Source: an optimization exercise on an open RTL-to-GDS flow (aim: small area and a short achievable clock period). Production flows keep margins and buffers that such runs may drop.
In this exercise RTL edits were held to simulation tests only and were not proved equivalent to the original.
The clock port is modelled as an ideal driver; clocking choices that lean on that would not hold on a real chip.

## fixed_point_field_packer
module fixed_point_field_packer #(
    parameter W_REGION = 4
) (
    input  wire                clk,
    input  wire                rst,           
    input  wire                req_valid,
    input  wire [31:0]         cmd,
    input  wire [63:0]         a,
    input  wire [63:0]         b,
    input  wire [63:0]         f_pt,
    input  wire [63:0]         f_eta,
    input  wire [63:0]         f_phi,
    input  wire [63:0]         f_hoe,
    input  wire [63:0]         f_hoeflag,
    input  wire [63:0]         f_iso,
    input  wire [63:0]         f_isoflag,
    input  wire [63:0]         f_fb,
    input  wire [63:0]         f_timing,
    input  wire [63:0]         f_shapeflag,
    input  wire [63:0]         f_brems,
    input  wire [W_REGION-1:0] f_region,
    output reg                 rsp_valid,
    output reg                 o_illegal,
    output wire [63:0]         o_word,
    output wire [W_REGION-1:0] o_region,
    output wire [64:0]         o_ival,
    output reg                 o_sign,
    output wire [63:0]         o_mag,
    output wire                o_ok,
    output wire [31:0]         o_fval,
    output wire [11:0]         d_pt,
    output wire [31:0]         d_ptfloat,
    output wire [15:0]         d_eta,
    output wire [15:0]         d_phi,
    output wire [15:0]         d_etatc,
    output wire [15:0]         d_phitc,
    output wire                d_etasign,
    output wire                d_phisign,
    output wire [6:0]          d_etamag,
    output wire [5:0]          d_phimag,
    output wire [3:0]          d_hoe,
    output wire [1:0]          d_hoeflag,
    output wire [2:0]          d_iso,
    output wire [1:0]          d_isoflag,
    output wire [5:0]          d_fb,
    output wire [4:0]          d_timing,
    output wire [1:0]          d_shapeflag,
    output wire [1:0]          d_brems,
    output wire                d_isostandalone,
    output wire                d_isoloosetrack,
    output wire                d_shapestandalone,
    output wire                d_shapeloosetrack,
    output wire [W_REGION-1:0] d_region,
    output wire [31:0]         e_hwpt,
    output wire [15:0]         e_hweta,
    output wire [15:0]         e_hwphi,
    output wire                e_isembigger,
    output wire [2:0]          e_hoecode,
    output wire [31:0]         e_hwempt
);
For scale: roughly 3800 cells after synthesis, ~110 flip-flops, roughly 1400 I/O pins.
export LEC_CHECK = 0
export ABC_AREA = 1
export CAP_MARGIN = 20
export CORE_AREA = 2.3 2.72 431.02 429.76
export DIE_AREA = 0 0 433.33 433.33
export PLACE_DENSITY = 0.35
export SLEW_MARGIN = 20
export TNS_END_PERCENT = 20
create_clock -name core_clock -period 180.0 [get_ports {clk}]
standard.sh (not shown) runs the stock make flow with config.mk's settings and CLKGATE_MAP_FILE= SYNTH_SCRIPT=/design/flow/synth_recipe.tcl, a recipe that flattens the netlist after the stock synthesis.
==> flow/flow/run.sh <==
#!/bin/bash
# Own layout flow: the standard flow, except
#  - technology mapping by ABC without its blanket up-sizing (flow/abc_area.script),
#  - the smallest buffer cell on the input and output ports,
#  - timing repair aiming at a shorter period than the clock's, so that only
#    the critical paths get larger cells.
# Each tool's output goes to a log of its own in this folder.
set -euo pipefail
here=$(pwd)
margin=128
rm -rf "$here/scripts_own"
cp -r "$FLOW_HOME/scripts" "$here/scripts_own"
cp "$here/flow/abc_area.script" "$here/scripts_own/abc_area.script"
bash standard.sh SCRIPTS_DIR="$here/scripts_own" synth > "$here/synth.log" 2>&1
bash standard.sh "BUFFER_PORTS_ARGS=-buffer_cell sky130_fd_sc_hd__buf_1" \
    "SETUP_SLACK_MARGIN=$margin" "PRE_CTS_TCL=$here/flow/pre_cts.tcl" "POST_CTS_TCL=$here/flow/post_cts.tcl" finish > "$here/layout.log" 2>&1
==> flow/flow/abc_area.script <==
strash
ifraig
scorr
dc2
strash
&get -n
&dch -f
&nf
&put
topo
stime -c
==> flow/flow/post_cts.tcl <==
set_max_fanout 10000 [current_design]
==> flow/flow/pre_cts.tcl <==
set_max_fanout 8 [current_design]
Rerun with:
--- a/flow/flow/run.sh
+++ b/flow/flow/run.sh
@@ -8,5 +8,5 @@
 set -euo pipefail
 here=$(pwd)
-margin=128
+margin=130
 rm -rf "$here/scripts_own"
 cp -r "$FLOW_HOME/scripts" "$here/scripts_own"
==> flow/flow/abc_area.script (replaced) <==
strash
dch
map -B 0.9
topo
stime -c
Outcome: Clock-buffer cell count is unchanged. Cell count climbs by 16%. Non-clock buffer count came out lower by 73. Worst setup slack improves by 2700 ps. Cell area came out higher by 0.74%. Sequential cell count is unchanged. Routed wire length increases by 9.3%. Fmax increases by 5.6%.
Rerun with:
==> flow/flow/abc_area.script (replaced) <==
strash
ifraig
scorr
dc2
strash
&get -n
&dch -f
&nf
&put
topo
stime -c
The changed run finished clean.
Worst hold slack gets worse by 18 ps.
First-iteration DRC count climbs by 3.8%.
Flip-flop and latch count is unchanged.
Sequential share of layout area fell by 0.17 points.
Non-clock buffer count went up by 134.
Area after synthesis went down by 5.4%.
Rerun with:
==> flow/flow/run.sh (replaced) <==
#!/bin/bash
set -euo pipefail
here=$(pwd)
margin=130
rm -rf "$here/scripts_own"
cp -r "$FLOW_HOME/scripts" "$here/scripts_own"
cp "$here/flow/abc_area.script" "$here/scripts_own/abc_area.script"
bash standard.sh SCRIPTS_DIR="$here/scripts_own" synth > "$here/synth.log" 2>&1
bash standard.sh "BUFFER_PORTS_ARGS=-buffer_cell sky130_fd_sc_hd__buf_1" \
    "SETUP_SLACK_MARGIN=$margin" \
    "PRE_CTS_TCL=$here/flow/pre_cts.tcl" "POST_CTS_TCL=$here/flow/post_cts.tcl" \
    finish > "$here/layout.log" 2>&1
==> flow/flow/abc_area.script (replaced) <==
strash
ifraig
scorr
dc2
strash
dch -f
map -B 0.9
topo
stime -c
==> flow/flow/post_cts.tcl (replaced) <==
# Lift the fan-out limit again: it is only meant for the clock tree.
set_max_fanout 10000 [current_design]
==> flow/flow/pre_cts.tcl (replaced) <==
# Clock tree synthesis puts at most this many sinks on a clock buffer.
set_max_fanout 8 [current_design]
Worst setup slack is better by 2100 ps; final cell count grows by about 13%; count of clock-buffer cells in the layout stays the same.

========
build 18:
Another version of the RTL of fixed_point_field_packer (not shown whole).
Size in the first run: about 4000 cells after synthesis, about 110 flip-flops, about 1400 I/O pins, about 26000 um^2 of cells after synthesis.
==> flow/config.mk <==
export PLATFORM = sky130hd
export DESIGN_NAME = fixed_point_field_packer
export DESIGN_NICKNAME = fixed_point_field_packer
export VERILOG_FILES = /design/flow/design.v
export SDC_FILE = /design/flow/constraint.sdc
export NUM_CORES = 4
export LEC_CHECK = 0
export ABC_AREA = 1
export CAP_MARGIN = 20
export CORE_AREA = 2.3 2.72 431.02 429.76
export CTS_CLUSTER_DIAMETER = 40
export CTS_CLUSTER_SIZE = 8
export DIE_AREA = 0 0 433.33 433.33
export PLACE_DENSITY = 0.35
export SLEW_MARGIN = 20
==> flow/constraint.sdc <==
create_clock -name core_clock -period 180.0 [get_ports {clk}]
set_input_delay 36.0000 -clock core_clock [delete_from_list [all_inputs] [get_ports {clk}]]
set_output_delay 36.0000 -clock core_clock [all_outputs]
set_load 0.01 [all_outputs]
==> flow/flow/run.sh <==
#!/bin/bash
# Own layout flow: the standard flow, except
#  - technology mapping by ABC without its blanket up-sizing (flow/abc_area.script),
#  - the smallest buffer cell on the input and output ports,
#  - timing repair aiming at a shorter period than the clock's, so that only
#    the critical paths get larger cells.
# Each tool's output goes to a log of its own in this folder.
set -euo pipefail
here=$(pwd)
margin=130
rm -rf "$here/scripts_own"
cp -r "$FLOW_HOME/scripts" "$here/scripts_own"
cp "$here/flow/abc_area.script" "$here/scripts_own/abc_area.script"
bash standard.sh SCRIPTS_DIR="$here/scripts_own" synth > "$here/synth.log" 2>&1
bash standard.sh "BUFFER_PORTS_ARGS=-buffer_cell sky130_fd_sc_hd__buf_1" \
    "SETUP_SLACK_MARGIN=$margin" "PRE_CTS_TCL=$here/flow/pre_cts.tcl" "POST_CTS_TCL=$here/flow/post_cts.tcl" finish > "$here/layout.log" 2>&1
==> flow/flow/abc_area.script <==
&get -n
&st
&dch
&nf
&put
topo
stime -c
==> flow/flow/post_cts.tcl <==
set_max_fanout 10000 [current_design]
==> flow/flow/pre_cts.tcl <==
set_max_fanout 8 [current_design]
No stage failed in build 18, and the final checks on the layout all came back clean.
Input changes introduced in build 74 (baseline for comparison: build 18):
--- a/flow/flow/run.sh
+++ b/flow/flow/run.sh
@@ -16 +16 @@
-    "SETUP_SLACK_MARGIN=$margin" "PRE_CTS_TCL=$here/flow/pre_cts.tcl" "POST_CTS_TCL=$here/flow/post_cts.tcl" finish > "$here/layout.log" 2>&1
+    "SETUP_SLACK_MARGIN=$margin" finish > "$here/layout.log" 2>&1
==> flow/flow/abc_area.script <==
strash
dch
map -B 0.9
topo
stime -c
removed: flow/flow/post_cts.tcl
removed: flow/flow/pre_cts.tcl
--- outcome ---
Of the two values seen for slowest library cell on the worst path, sky130_fd_sc_hd__or4_2 was produced by build 74 and sky130_fd_sc_hd__a221o_1 by build 18.
Compared with build 18, non-clock buffer count in build 74 decreased by more than 10%.
On worst hold slack, build 74 does better than build 18.
The final reports for build 74 and build 18 show final cell count higher in the former.
sky130_fd_sc_hd__buf_1 as the commonest non-fill, non-tap cell in the layout was reported by build 18, and sky130_fd_sc_hd__nand2_1 by build 74.
What build 59 does differently from build 74 at the input level:
- changing PLACE_DENSITY from 0.35 to 0.6
--- a/flow/flow/run.sh
+++ b/flow/flow/run.sh
@@ -10 +10 @@
-margin=130
+margin=124
==> flow/flow/abc_area.script <==
&get -n
&st
&dch
&nf
&put
topo
stime -c
### Flow results
Build 74 → build 59: required time of the critical path rose by 36.34 ns, post-route cell area fell by 1400 um^2, end-of-flow core utilization fell by 0.76 points, minimum hold slack rose by 0.011 ns, setup slack fell by 5.91 ns.
The following lists how build 33 was set up differently from build 59:
- PLACE_DENSITY changed from 0.6 to 0.35
==> flow/flow/abc_area.script <==
strash
dch
map -B 0.9
topo
stime -c
==> comparison <==
sky130_fd_sc_hd__dfxtp_1 as the cell type of the slowest stage on the worst timing path was reported by build 33, and sky130_fd_sc_hd__nor3_1 by build 59. Compared with build 59, in build 33 synthesized cell count increased by about 26% relative to the old numbers, number of multi-input logic gates increased by 15% relative to the old numbers, largest net degree at the start of global routing increased by about 1.2% relative to the old numbers, fmax increased by about 1.7% relative to the old numbers. Against build 59, the final cell area of build 33 is higher. simple AND/OR/NAND/NOR gates as the main combinational cell family by area after synthesis was reported by build 33, and compound AO/OA/AOI/OAI gates by build 59. Compared with build 59, the detailed router inserted more vias in build 33.
### build 33 -> build 5
- CTS_CLUSTER_SIZE: 8 -> unset
- CTS_CLUSTER_DIAMETER: 40 -> unset
--- a/flow/flow/run.sh
+++ b/flow/flow/run.sh
@@ -10 +10 @@
-margin=124
+margin=130
@@ -16 +16 @@
-    "SETUP_SLACK_MARGIN=$margin" finish > "$here/layout.log" 2>&1
+    "SETUP_SLACK_MARGIN=$margin" "PRE_CTS_TCL=$here/flow/pre_cts.tcl" "POST_CTS_TCL=$here/flow/post_cts.tcl" finish > "$here/layout.log" 2>&1
==> flow/flow/post_cts.tcl (new file) <==
set_max_fanout 10000 [current_design]
==> flow/flow/pre_cts.tcl (new file) <==
set_max_fanout 8 [current_design]
The final layout from build 33, which completed every stage, passed the timing, design-rule and antenna checks at the end of the flow.
Build 5 finished end to end and its layout was clean on timing, DRC and antenna.
Delta (build 5 minus build 33): cell area moved up; core utilization shows an increase of 0.40 points.
Build 33 and build 5 ended up with nearly the same actual slew at the worst max-slew pin.
Fraction of area in registers: build 33 vs build 5, no meaningful difference
Compared with build 33, in build 5 non-clock buffer count increased by 26 relative to the old numbers, initial antenna violation count increased by about 4.5% relative to the old numbers, layout buffering overhead excluding clock cells increased by 0.41 points relative to the old numbers, number of clock buffers in the layout increased by 14 relative to the old numbers, cell count increased by about 0.44% relative to the old numbers.
Inputs modified between build 5 and build 36:
- TNS_END_PERCENT now 20, previously not set
Results
- Across build 5 and build 36, the outcome is the same: a clean finish for every run.
- Worst max-slew margin expressed relative to the limit | build 36 above build 5
- As far as count of final hold-check violations goes, build 5 and build 36 are indistinguishable; the numbers are identical.
- For total via count after detailed routing, build 36 and build 5 come out practically identical.
- Per the comparison of build 36 with build 5, synthesized cell count roughly the same; final cell count roughly the same; time the worst path needs with I/O delays and setup lower.
- Delta (build 36 minus build 5): cell area did not really move, worst setup slack shows an increase of 0.049 ns, final hold slack now sits at about the same level.
- DRC violation total after the first TritonRoute iteration (build 36 over build 5): increase, 2.7%

-- afterwards: timing with drivers on the ports --
The results above use ideal ports. As a check the final layouts listed here were re-extracted and re-timed, cells and wires unchanged.
Step 1 assumes that a clkbuf_16 drives the clock port and a buf_2 every other input.
Step 2 also shifts input and output timing later by t, the mid clock arrival at the registers, as if the neighbouring blocks saw the same clock.
Slacks: ideal / step 1 / step 2; pairs: ideal / step 1.
run	t, ns	setup WS [ns]	clock arrival spread, ns	pins driven straight from the clock port
the first run of note 1	0.504	128.531 / 128.556 / 128.053	0.031 / 0.031	1
the second run of note 1	0.528	131.253 / 131.216 / 130.687	0.045 / 0.045	1
the third run of note 1	0.508	129.156 / 129.157 / 128.649	0.036 / 0.035	1
the fourth run of note 1	0.554	131.294 / 131.227 / 130.857	0.052 / 0.052	1
build 18	0.536	129.298 / 129.181 / 128.645	0.039 / 0.039	1
build 74	0.474	131.116 / 131.051 / 130.903	0.041 / 0.040	1
build 59	0.487	125.208 / 125.229 / 124.742	0.048 / 0.048	1
build 33	0.477	126.132 / 126.066 / 126.543	0.038 / 0.038	1
build 5	0.544	131.118 / 131.046 / 130.866	0.045 / 0.045	1
build 36	0.542	131.167 / 131.094 / 130.850	0.044 / 0.044	1
After both steps every run listed still meets setup and hold. The setup slack of build 18, which loses most, moves by -0.117 ns with the drivers and by -0.653 ns with both steps.
